From an optimization exercise on the open Yosys and OpenROAD flow, aimed at small area; shortcuts taken in it are not production practice.
Function was checked by simulation only, so behaviour that the tests miss may differ from the original.
Power figures rest on the tool's default switching activity, not on a simulated workload.

==> design/flow/design.v <==
module sdb_pulse_block (
    input  wire        clk,
    input  wire        rst,
    input  wire        cmd_valid,
    input  wire [63:0] cmd,
    output wire [31:0] status,
    output wire [31:0] result,
    output wire [31:0] fault,
    output wire        bus_valid,
    output wire [1:0]  bus_op,
    output wire [15:0] bus_addr,
    output wire [7:0]  bus_wdata,
    input  wire        bus_done,
    input  wire        bus_err,
    input  wire [7:0]  bus_rdata,
    output wire        dly_valid,
    output wire [31:0] dly_ms,
    input  wire        dly_done,
    output wire [39:0] duty,
    output wire [3:0]  brake
);
    localparam [4:0] C_ENCODE = 5'h01, C_SET_OFFSET = 5'h02, C_GET_OFFSET = 5'h03,
                     C_CLEAR = 5'h04, C_PERSIST = 5'h05, C_RESTORE = 5'h06,
                     C_USER_READ = 5'h07, C_USER_WRITE = 5'h08, C_SET_ANGLE = 5'h09,
                     C_ZERO = 5'h0A, C_STEER = 5'h0B, C_SPIN = 5'h0C, C_MOVE = 5'h0D,
                     C_MOVE_TIMED = 5'h0E, C_STOP = 5'h0F, C_DRIVE = 5'h10;
    localparam [4:0] S_E_INIT = 5'd0,  S_E_CALC = 5'd1,  S_SETOFF = 5'd2,  S_GETOFF = 5'd3,
                     S_CLEAR  = 5'd4,  S_SV_ST  = 5'd5,  S_BUP    = 5'd6,  S_MR_A   = 5'd7,
                     S_MR_W   = 5'd8,  S_MR_D   = 5'd9,  S_LD_WR  = 5'd10, S_SV_RD  = 5'd11,
                     S_S_INIT = 5'd12, S_S_CALC = 5'd13, S_SV_LO  = 5'd14, S_SV_HI  = 5'd15,
                     S_PER_RD = 5'd16, S_MW     = 5'd17, S_MW_W   = 5'd18, S_D_INIT = 5'd19,
                     S_D_CALC = 5'd20, S_D_APP  = 5'd21, S_TWAIT  = 5'd22, S_FIN    = 5'd23;
    reg        busy, flt, rdy;
    reg [1:0]  tier, last;
    reg [3:0]  brk;
    reg [17:0] res;
    reg [9:0]  valL, valR;
    reg        hdL, hdR;
    reg [4:0]  op;
    reg        dir;
    reg [1:0]  sel;
    reg [15:0] X;           
    reg [15:0] L;           
    reg [6:0]  ic;          
    reg [4:0]  state;
    reg [17:0] Q;
    reg [6:0]  r;
    reg [3:0]  pos;
    reg        clr;
    reg [7:0]  ring [0:15];
    wire [4:0] c_op  = cmd[63:59];
    wire [1:0] c_sel = cmd[58:57];
    wire       c_dir = cmd[56];
    wire z58  = (cmd[58:56] == 3'd0);
    wire z57  = (cmd[58:57] == 2'd0);
    wire s3   = (cmd[58:57] == 2'd3);
    wire zhi  = (cmd[55:48] == 8'd0);
    wire zA   = (cmd[47:32] == 16'd0);
    wire zB   = (cmd[31:16] == 16'd0);
    wire zH   = (cmd[15:8] == 8'd0);
    wire zV   = (cmd[7:0] == 8'd0);
    reg legal;
    always @(*) begin
        case (c_op)
            C_ENCODE, C_SET_OFFSET, C_USER_WRITE: legal = z58 & zB & zH;
            C_GET_OFFSET, C_USER_READ:            legal = z58 & zB & zH & zV;
            C_CLEAR, C_PERSIST, C_RESTORE:        legal = z58 & zA & zB & zH & zV;
            C_SET_ANGLE:                          legal = z58 & zH & zV;
            C_ZERO:                               legal = ~s3 & ~cmd[56] & zA & zB & zH & zV;
            C_STEER, C_SPIN, C_MOVE:              legal = z57 & zB & zH & zV;
            C_MOVE_TIMED:                         legal = z57;
            C_STOP:                               legal = z57 & zA & zB & zH & zV;
            C_DRIVE:                              legal = ~s3 & zB & zH & zV;
            default:                              legal = 1'b0;
        endcase
        legal = legal & zhi;
    end
    wire [15:0] cA = cmd[47:32];
    wire [3:0]  cA_ch = cA[15] ? 4'd0 : (|cA[14:4]) ? 4'd15 : cA[3:0];
    wire        c_chop = (c_op == C_SET_OFFSET) | (c_op == C_GET_OFFSET) | (c_op == C_SET_ANGLE);
    wire o_enc   = (op == C_ENCODE);
    wire o_rest  = (op == C_RESTORE);
    wire o_user  = (op == C_USER_READ) | (op == C_USER_WRITE);
    wire o_sa    = (op == C_SET_ANGLE);
    wire o_zero  = (op == C_ZERO);
    wire o_steer = (op == C_STEER);
    wire o_spin  = (op == C_SPIN);
    wire o_drive = (op == C_DRIVE);
    wire o_mt    = (op == C_MOVE_TIMED);
    wire o_ch    = (op == C_SET_OFFSET) | (op == C_GET_OFFSET) | o_sa;
    wire o_servo = o_sa | o_zero | o_steer | o_spin;
    reg [3:0] sv_ch;
    reg       sv_last;
    always @(*) begin
        if (o_ch) begin
            sv_ch = L[11:8];
            sv_last = 1'b1;
        end else if (o_zero) begin
            case (sel)
                2'd0:    begin sv_ch = {1'b1, ic[1:0], 1'b1}; sv_last = (ic[1:0] == 2'd3); end
                2'd1:    begin sv_ch = 4'd0;                  sv_last = 1'b1; end
                default: begin sv_ch = ic[3:0];               sv_last = (ic[3:0] == 4'd15); end
            endcase
        end else begin
            sv_ch = {1'b1, ic[0], ic[0] ^ ic[1], 1'b1};
            sv_last = (ic[1:0] == 2'd3);
        end
    end
    wire neg = (o_steer & (~dir ^ ic[1])) | (o_spin & (ic[0] ^ ic[1]));
    wire idx_st = (state == S_LD_WR) | (state == S_PER_RD);
    wire [3:0] tgt = idx_st ? ic[3:0] : (state == S_CLEAR) ? 4'd15 : sv_ch;
    wire at_tgt = (pos == tgt);
    wire [7:0] head = ring[0];
    wire [7:0] hl   = clr ? 8'd0 : head;
    wire st_e = (state == S_E_INIT) | (state == S_E_CALC);
    wire st_d = (state == S_D_INIT) | (state == S_D_CALC);
    wire [3:0] k = st_e ? ~pos : {1'b0, ~pos[2:0]};
    wire xk = X[k];
    wire lk = L[k[2:0]];
    wire k7 = (k == 4'd7);
    wire x_big7  = |X[14:7];
    wire hi90    = ~X[15] & (x_big7 | (X[6:0] > 7'd90));
    wire lo90    = X[15] & (~(&X[14:7]) | (X[6:0] < 7'd38));
    wire hi100   = ~X[15] & (x_big7 | (X[6:0] > 7'd100));
    localparam [7:0] K90 = 8'd90, KM90 = 8'hA6, K45 = 8'd45, K100 = 8'd100;
    reg mag;
    always @(*) begin
        if (o_zero) mag = 1'b0;
        else if (o_spin) mag = K45[k[2:0]];
        else if (o_steer & X[15]) mag = 1'b0;
        else if (hi90) mag = K90[k[2:0]];
        else if (lo90) mag = KM90[k[2:0]];
        else mag = xk;
    end
    wire spk = X[15] ? 1'b0 : hi100 ? K100[k[2:0]] : xk;
    localparam [15:0] CE = 16'h9267;
    localparam [7:0]  CP = 8'hE7, CN = 8'hC6;
    wire abit = st_e ? (xk ^ (k == 4'd15)) : (mag ^ neg ^ k7);
    wire bbit = k[3] ? 1'b0 : (lk ^ k7);
    wire cbit = st_e ? CE[k] : (neg ? CN[k[2:0]] : CP[k[2:0]]);
    wire [1:0] m = {1'b0, abit} + {1'b0, bbit};
    reg [8:0] t;
    reg [1:0] e;
    reg [6:0] rn;
    reg [2:0] dd;
    always @(*) begin
        if (st_d) begin
            t = {1'b0, r, 1'b0} + (spk ? 9'd23 : 9'd0);
            e = (t >= 9'd200) ? 2'd2 : (t >= 9'd100) ? 2'd1 : 2'd0;
            rn = (e == 2'd2) ? t - 9'd200 : (e == 2'd1) ? t - 9'd100 : t;
            dd = (spk ? 3'd5 : 3'd0) + {2'b0, e[1]};
        end else begin
            t = {1'b0, r, cbit} + m * 9'd43;
            e = (t >= 9'd180) ? 2'd2 : (t >= 9'd90) ? 2'd1 : 2'd0;
            rn = (e == 2'd2) ? t - 9'd180 : (e == 2'd1) ? t - 9'd90 : t;
            dd = {1'b0, m} + {2'b0, e[1]};
        end
    end
    wire [17:0] q_step = {Q[16:0] + {14'd0, dd}, e[0]};
    wire [6:0]  r_init = st_e ? 7'd68 : st_d ? 7'd0 : (neg ? 7'd87 : 7'd86);
    wire [17:0] q_init = st_d ? 18'd0 : 18'h3FFFE;
    wire [9:0] dq = Q[9:0];
    wire [1:0] dq_tier = (dq < 10'd341) ? 2'd1 : (dq < 10'd682) ? 2'd2 : 2'd3;
    wire [15:0] user_addr = X + 16'd16;
    wire [15:0] mem_addr  = o_user ? user_addr : {12'd0, ic[3:0]};
    wire [7:0]  bup_addr  = (ic == 7'd4) ? 8'hFE : ((ic[6:3] == 4'd0) & ~(ic[2] & ic[1])) ? 8'h00 : {1'b0, ic};
    wire [7:0]  bup_data  = (ic == 7'd3) ? 8'h10 : (ic == 7'd4) ? 8'h65 : 8'h00;
    wire [5:0]  sv_rb     = {2'b00, sv_ch} + 6'd2;
    reg        bv;
    reg [1:0]  bop;
    reg [15:0] badr;
    reg [7:0]  bwd;
    reg        dv;
    always @(*) begin
        bv = 1'b0; bop = 2'd0; badr = 16'd0; bwd = 8'd0; dv = 1'b0;
        case (state)
            S_BUP:   begin bv = 1'b1; badr = {8'd0, bup_addr}; bwd = bup_data; end
            S_SV_LO: begin bv = 1'b1; badr = {8'd0, sv_rb, 2'b00}; bwd = Q[7:0]; end
            S_SV_HI: begin bv = 1'b1; badr = {8'd0, sv_rb, 2'b01}; bwd = Q[15:8]; end
            S_MR_A:  begin bv = 1'b1; bop = 2'd1; badr = mem_addr; end
            S_MR_D:  begin bv = 1'b1; bop = 2'd2; badr = mem_addr; end
            S_MW:    begin bv = 1'b1; bop = 2'd3; badr = mem_addr; bwd = L[7:0]; end
            S_MR_W, S_MW_W, S_TWAIT: dv = 1'b1;
            default: ;
        endcase
    end
    wire [31:0] dms = (state == S_TWAIT) ? {Q[15:0], L} : 32'd5;
    assign bus_valid = busy & bv;
    assign bus_op    = bus_valid ? bop  : 2'd0;
    assign bus_addr  = bus_valid ? badr : 16'd0;
    assign bus_wdata = bus_valid ? bwd  : 8'd0;
    assign dly_valid = busy & dv;
    assign dly_ms    = dly_valid ? dms : 32'd0;
    wire [1:0] fkind = (bop == 2'd0) ? 2'd1 : (bop == 2'd3) ? 2'd3 : 2'd2;
    wire init_mid = flt & o_servo & ((state == S_BUP) | (state == S_MR_A) | (state == S_MR_D));
    assign status = {20'd0, brk, last, tier, rdy, init_mid, flt, busy};
    assign result = {{14{res[17]}}, res};
    assign fault  = flt ? {badr, 8'd0, 1'b0, fkind, op} : 32'd0;
    assign duty   = {hdR ? valR : 10'd0, hdR ? 10'd0 : valR, hdL ? valL : 10'd0, hdL ? 10'd0 : valL};
    assign brake  = brk;
    wire wen = busy & ((state == S_SETOFF) | (state == S_LD_WR)) & at_tgt;
    wire [7:0] ring_in = wen ? L[7:0] : hl;
    integer i;
    always @(posedge clk) begin
        for (i = 0; i < 15; i = i + 1) ring[i] <= ring[i + 1];
        ring[15] <= ring_in;
    end
    wire bd = bus_done & ~bus_err;
    wire be = bus_done & bus_err;
    task finish;
        input [17:0] value;
        begin
            res  <= value;
            last <= 2'd0;
            busy <= 1'b0;
        end
    endtask
    always @(posedge clk) begin
        if (rst) begin
            pos <= 4'd0;
            clr <= 1'b1;
        end else begin
            pos <= pos + 4'd1;
            if (busy & (state == S_CLEAR) & at_tgt) clr <= 1'b1;
            else if (pos == 4'd15) clr <= 1'b0;
        end
    end
    always @(posedge clk) begin
        if (rst) begin
            busy <= 1'b0;
            flt  <= 1'b0;
            rdy  <= 1'b0;
            tier <= 2'd0;
            last <= 2'd0;
            brk  <= 4'd0;
            res  <= 18'd0;
            valL <= 10'd0;
            valR <= 10'd0;
        end else if (!busy) begin
            if (cmd_valid) begin
                if (flt) begin
                    res <= 18'd0; last <= 2'd3;
                end else if (!legal) begin
                    res <= 18'd0; last <= 2'd1;
                end else if (c_op == C_STOP) begin
                    brk <= {4{c_dir}}; res <= 18'd0; last <= 2'd0;
                end else begin
                    busy <= 1'b1;
                    op   <= c_op;
                    dir  <= c_dir;
                    sel  <= c_sel;
                    X    <= (c_op == C_SET_ANGLE) ? cmd[31:16] : cA;
                    L    <= {cmd[15:12], cmd[11:8] | (c_chop ? cA_ch : 4'd0), cmd[7:0]};
                    Q[15:0] <= cmd[31:16];
                    ic   <= 7'd0;
                    case (c_op)
                        C_ENCODE:     state <= S_E_INIT;
                        C_SET_OFFSET: state <= S_SETOFF;
                        C_GET_OFFSET: state <= S_GETOFF;
                        C_CLEAR:      state <= S_CLEAR;
                        C_PERSIST:    state <= S_PER_RD;
                        C_RESTORE, C_USER_READ: state <= S_MR_A;
                        C_USER_WRITE: state <= S_MW;
                        C_MOVE_TIMED: state <= S_TWAIT;
                        C_MOVE, C_DRIVE: state <= S_D_INIT;
                        default:      state <= S_SV_ST;
                    endcase
                end
            end
        end else begin
            case (state)
                S_E_INIT, S_S_INIT, S_D_INIT: begin
                    Q <= q_init;
                    r <= r_init;
                    if (st_e ? (pos == 4'd15) : (pos[2:0] == 3'd7))
                        state <= (state == S_E_INIT) ? S_E_CALC : (state == S_S_INIT) ? S_S_CALC : S_D_CALC;
                end
                S_E_CALC, S_S_CALC, S_D_CALC: begin
                    Q <= q_step;
                    r <= rn;
                    if (st_e ? (pos == 4'd15) : (pos[2:0] == 3'd7))
                        state <= (state == S_E_CALC) ? S_FIN : (state == S_S_CALC) ? S_SV_LO : S_D_APP;
                end
                S_FIN: finish(o_enc ? Q : {{10{L[7]}}, L[7:0]});
                S_SETOFF: if (at_tgt) finish(18'd0);
                S_GETOFF: if (at_tgt) begin L[7:0] <= hl; state <= S_FIN; end
                S_CLEAR:  if (at_tgt) finish(18'd0);
                S_SV_ST: begin
                    if (!rdy) begin ic <= 7'd3; state <= S_BUP; end
                    else state <= S_SV_RD;
                end
                S_BUP: if (bd) begin
                    if (ic == 7'd69) begin ic <= 7'd0; state <= S_MR_A; end
                    else ic <= ic + 7'd1;
                end
                S_MR_A: if (bd) state <= S_MR_W;
                S_MR_W: if (dly_done) state <= S_MR_D;
                S_MR_D: if (bd) begin
                    L[7:0] <= bus_rdata;
                    state <= o_user ? S_FIN : S_LD_WR;
                end
                S_LD_WR: if (at_tgt) begin
                    if (ic[3:0] == 4'd15) begin
                        ic <= 7'd0;
                        if (o_rest) finish(18'd0);
                        else begin rdy <= 1'b1; state <= S_SV_RD; end
                    end else begin
                        ic <= ic + 7'd1;
                        state <= S_MR_A;
                    end
                end
                S_SV_RD: if (at_tgt) begin L[7:0] <= hl; state <= S_S_INIT; end
                S_SV_LO: if (bd) state <= S_SV_HI;
                S_SV_HI: if (bd) begin
                    if (sv_last) begin
                        if (o_spin) state <= S_D_INIT;
                        else finish(18'd0);
                    end else begin
                        ic <= ic + 7'd1;
                        state <= S_SV_RD;
                    end
                end
                S_PER_RD: if (at_tgt) begin L[7:0] <= hl; state <= S_MW; end
                S_MW: if (bd) state <= S_MW_W;
                S_MW_W: if (dly_done) begin
                    if (o_user | (ic[3:0] == 4'd15)) finish(18'd0);
                    else begin ic <= ic + 7'd1; state <= S_PER_RD; end
                end
                S_TWAIT: if (dly_done) state <= S_D_INIT;
                S_D_APP: begin
                    tier <= dq_tier;
                    if (o_mt) brk <= 4'd0;
                    if (~o_drive | (sel != 2'd1)) begin
                        valL <= dq;
                        hdL  <= o_spin ? ~dir : dir;
                    end
                    if (~o_drive | (sel != 2'd0)) begin
                        valR <= dq;
                        hdR  <= dir;
                    end
                    finish(18'd0);
                end
                default: ;
            endcase
            if (be) begin
                busy <= 1'b0;
                flt  <= 1'b1;
                res  <= 18'd0;
                last <= 2'd2;
                state <= state;
                ic   <= ic;
            end
        end
    end
endmodule
==> design/flow/run.sh <==
#!/bin/bash
# synth_recipe.tcl (not shown) runs the flow's synth.tcl, then flattens the netlist and writes it again
# the make line also repeats each setting of config.mk as NAME=value (left out here)
make -C /OpenROAD-flow-scripts/flow DESIGN_CONFIG=/design/flow/config.mk WORK_HOME=/design/flow/orfs CLKGATE_MAP_FILE= SYNTH_SCRIPT=/design/flow/synth_recipe.tcl finish
==> design/flow/config.mk <==
export PLATFORM = sky130hd
export DESIGN_NAME = sdb_pulse_block
export DESIGN_NICKNAME = sdb_pulse_block
export VERILOG_FILES = /design/flow/design.v
export SDC_FILE = /design/flow/constraint.sdc
export NUM_CORES = 4
export LEC_CHECK = 0
export ABC_AREA = 1
export CAP_MARGIN = 20
export CORE_MARGIN = 2
export CORE_UTILIZATION = 40
export SLEW_MARGIN = 20
==> design/flow/constraint.sdc <==
create_clock -name core_clock -period 50.0 [get_ports {clk}]
set_input_delay 10.0000 -clock core_clock [delete_from_list [all_inputs] [get_ports {clk}]]
set_output_delay 10.0000 -clock core_clock [all_outputs]
set_load 0.01 [all_outputs]
==> impl_metrics.toml <==
[run_status]
status = "timing/DRC/antenna clean"

[synthesis]
syn_avg_cell_area_um2 = 7.37
yosysSeqAreaShare_pct = 41.2
netlist_area_mm2 = 0.0145
ys_top_cells_by_area = "dfxtp_1 (25%), edfxtp_1 (16%), nand2_1 (10%), inv_1 (7.0%), nor2_1 (6.1%)"
synthArstFlopShare_pct = 0
synthDominantCellAreaShare_pct = 24.8
synth_top_area_cell = "dfxtp_1"
synthFlopType = "dfxtp_1"
synth.area.mux_share_pct = 0
synth_top_family_by_area = "simple AND/OR/NAND/NOR gates"
synth_edf_count = 79
synth_compound_area_share_pct = 12.9
synth_adder_area_share_pct = 5.14
yosys_register_bits = 258
syn_inst = 1962
synth.distinct_cells = 55
synth_xor_area_share_pct = 1.51
synth_warnings = 2
synth_simple_gate_area_share_pct = 27.2

[setup_path]
start_kind = "flop"
crit_required_ps = 40000
crit_fanout = 12
end_kind = "output port"
r2r_cells = 44
arrival_ps = 4530
r2r_end = "Q[17]"
regToRegStartpoint = "state[4]"
r2r_slack_ps = 41000
crit_type = "reg -> out"

[global_route]
use_met3_pct = 6.05
grt-busiest-layer = "met2"
grt_max_degree = 46
grt_pass1_vias = 13300
overflow = 0
antenna_found_initial = 0
use_met2_pct = 39.4
grt_usage_pct = 25.1
grt_pass1_wl_um = 74900
use_met1_pct = 34.4

[layout]
drive_gt1_share_pct = 5.35
fill_cells = 3515
diodes = 0
stdcell_count = 2646
final_area_mm2 = 0.0180
multi_input_area_mm2 = 0.00688
syn_to_final_growth_pct = 24.5
final_core_util_pct = 50.6
seqCellArea_mm2 = 0.00596
fin_nets = 2300

[clock_network]
clkTransAtPathRegs_ps = 60
cts.path.max_buffers = 3
numCtsBuffers = 28
cts_tree = "built"
worstSkewPairLatency_ps = 580
clock-root-buffer = "clkbuf_16"
cts_hold_buf = 0
htreeDepth = 1
ctsResizeCount = 0
cts_sinks = 258
post_cts_buffers = 0

[timing]
max_clock_freq_mhz = 68.8
finalMaxSlewViolations = 0
worstMarginPinSlew_ps = 1060
slew_headroom_pct = 28.9
hold-worst-slack_ps = 323
fin_ws_ps = 35470
skew_ps = 21.9
finalHoldViolations = 0
period_share_pct = 29.1
finalCriticalPeriod_ps = 14530
setup_tns_ps = 0
rsz0062_at_grt = "no"
setup_viol = 0

[run]
max-cap-violations = 0

[placed_design]
dp_slack_ps = 35600
placed_cells = 2596
placed_area_mm2 = 0.0170
gp_congestion = 0.934
io_buffer_count = 248
dpl.hpwl_um = 37500

[die]
die_area_mm2 = 0.0377
rows = 69
initial_core_util_pct = 40.7
io_pins = 278
die_x_um = 194
coreArea_mm2 = 0.0356
die_h_um = 194

[routing]
drtIter0Drc = 1282
wire_per_inst_um = 18.3
via_per_inst = 5.18
drc = 0
via_count = 13700
routed_wl_um = 48300
first_pass_iters = 6
ant_nets = 0

[power_and_ir_drop]
leakage_nw = 7.76
ir_worst_vdd_mv = 0.0485
power_uw = 518
p_per_area_mw_per_mm2 = 28.8

[worst_hold_path]
min_path_cells = 0
min_path_type = "reg -> reg"
hold_end = "ring[0][2]"
hold_start = "ring[1][2]"
## synthesized netlist by cell type, types with 6 or more instances
| library cell | number |
|---|---|
| clkbuf_1 | 39 |
| a22oi_1 | 15 |
| a21oi_1 | 111 |
| nand2_1 | 397 |
| nor4_1 | 6 |
| inv_2 | 13 |
| a31oi_1 | 6 |
| nor3_1 | 60 |
| o21ai_0 | 114 |
| nor2_1 | 236 |
| clkinv_1 | 6 |
| edfxtp_1 | 79 |
| o211ai_1 | 24 |
| buf_4 | 56 |
| inv_1 | 269 |
| dfxtp_1 | 179 |
| nand3_1 | 128 |
| xor2_1 | 20 |
| buf_2 | 10 |
| a21oi_2 | 6 |
| o22ai_1 | 11 |
| o21ai_1 | 13 |
| or2_2 | 6 |
| nor2_4 | 6 |
| ha_1 | 53 |
| nand3_2 | 7 |
| a221oi_1 | 7 |
| nand4_1 | 20 |
| nand2_2 | 7 |
## cell usage in the layout, fill, tap and decap left out, types with 59 or more instances in the layout
cell type,n
nand2_1,397
o21ai_0,114
nor2_1,233
a21oi_1,111
inv_1,269
clkdlybuf4s50_1,248
nor3_1,59
nand3_1,128
dfxtp_1,179
edfxtp_1,79
## critical path, stage by stage, from the launching register on
cell	delay, ps
edfxtp_1	680
inv_1	300
nor3_4	480
nor2_1	240
nand2_1	170
inv_1	80
nor2_1	650
inv_2	190
o211ai_1	380
nand2_1	130
inv_1	80
clkdlybuf4s50_1	530
## power breakdown
part           switching [mW]  internal [mW]  leakage [nW]  total, mW
Combinational          0.0554         0.0347          5.13     0.0902
Sequential            0.00107          0.216          2.17      0.217
Clock                  0.0874          0.123         0.463      0.211
## state kept, by name, indices dropped and copies added, names as in the netlist, 2 cells and up
register	count
Q	18
valL	10
r	7
L	16
op	5
state	5
X	16
res	18
valR	10
ic	7
tier	2
ring	128
sel	2
last	2
pos	4
## how the worst max path moves through the flow
| stage | from | endpoint | slack [ps] |
|---|---|---|---|
| floorplan | cmd[60] | L[10] | 36650 |
| global placement | cmd[60] | L[1] | 35720 |
| detailed placement | cmd[60] | L[5] | 35600 |
| CTS | state[4] | fault[23] | 35530 |
| global route | state[4] | fault[23] | 35230 |
| finish | state[4] | bus_addr[0] | 35470 |
## cells by family (layout without fill, tap and decap cells)
family	count (synthesis)	count (layout)
AO/OA/AOI/OAI	326	326
XOR/XNOR	25	25
adder cells (fa/ha/maj)	57	57
buffers and inverters	400	595
flip-flops	258	258
other	1	29
AND/OR/NAND/NOR	895	895
## routing by layer
layer	part of all wire [%]	vias up
met5	0	-
met4	2.6	0
met3	9.4	87
met2	43	601
met1	45	6304
li1	-	6726
## cell type report
cell class,count,share of cell area (%)
Inverter,288,6.01
Clock inverter,9,0.549
Sequential cell,258,33.1
Tap cell,461,3.21
Clock buffer,41,4.73
Timing Repair Buffer,257,14.2
Multi-Input combinational cell,1332,38.2

-- what the ideal ports hide --
How much do the figures lean on ideal ports? The routed layout below was timed once more, with nothing changed but the port constraints.
Step 1 assumes that a clkbuf_16 drives the clock port and a buf_2 every other input.
Step 2 adds t to the input delays and takes it off the output delays; t is the mean of the earliest and latest rising clock arrival at the registers after step 1. Input paths then give back, and output paths get back, about the clock's delay inside the block.
Slacks: ideal ports / drivers / drivers and shift; pairs: ideal ports / drivers.
t, ns: 0.624
setup WS [ns]: 35.474 / 35.421 / 35.926
hold slack, ns: 0.323 / 0.323 / 0.323
worst setup path at the end: input to register
After both steps this run still meets setup and hold. For this run, drivers alone change the setup slack by -0.053 ns; drivers and shift together by +0.452 ns.
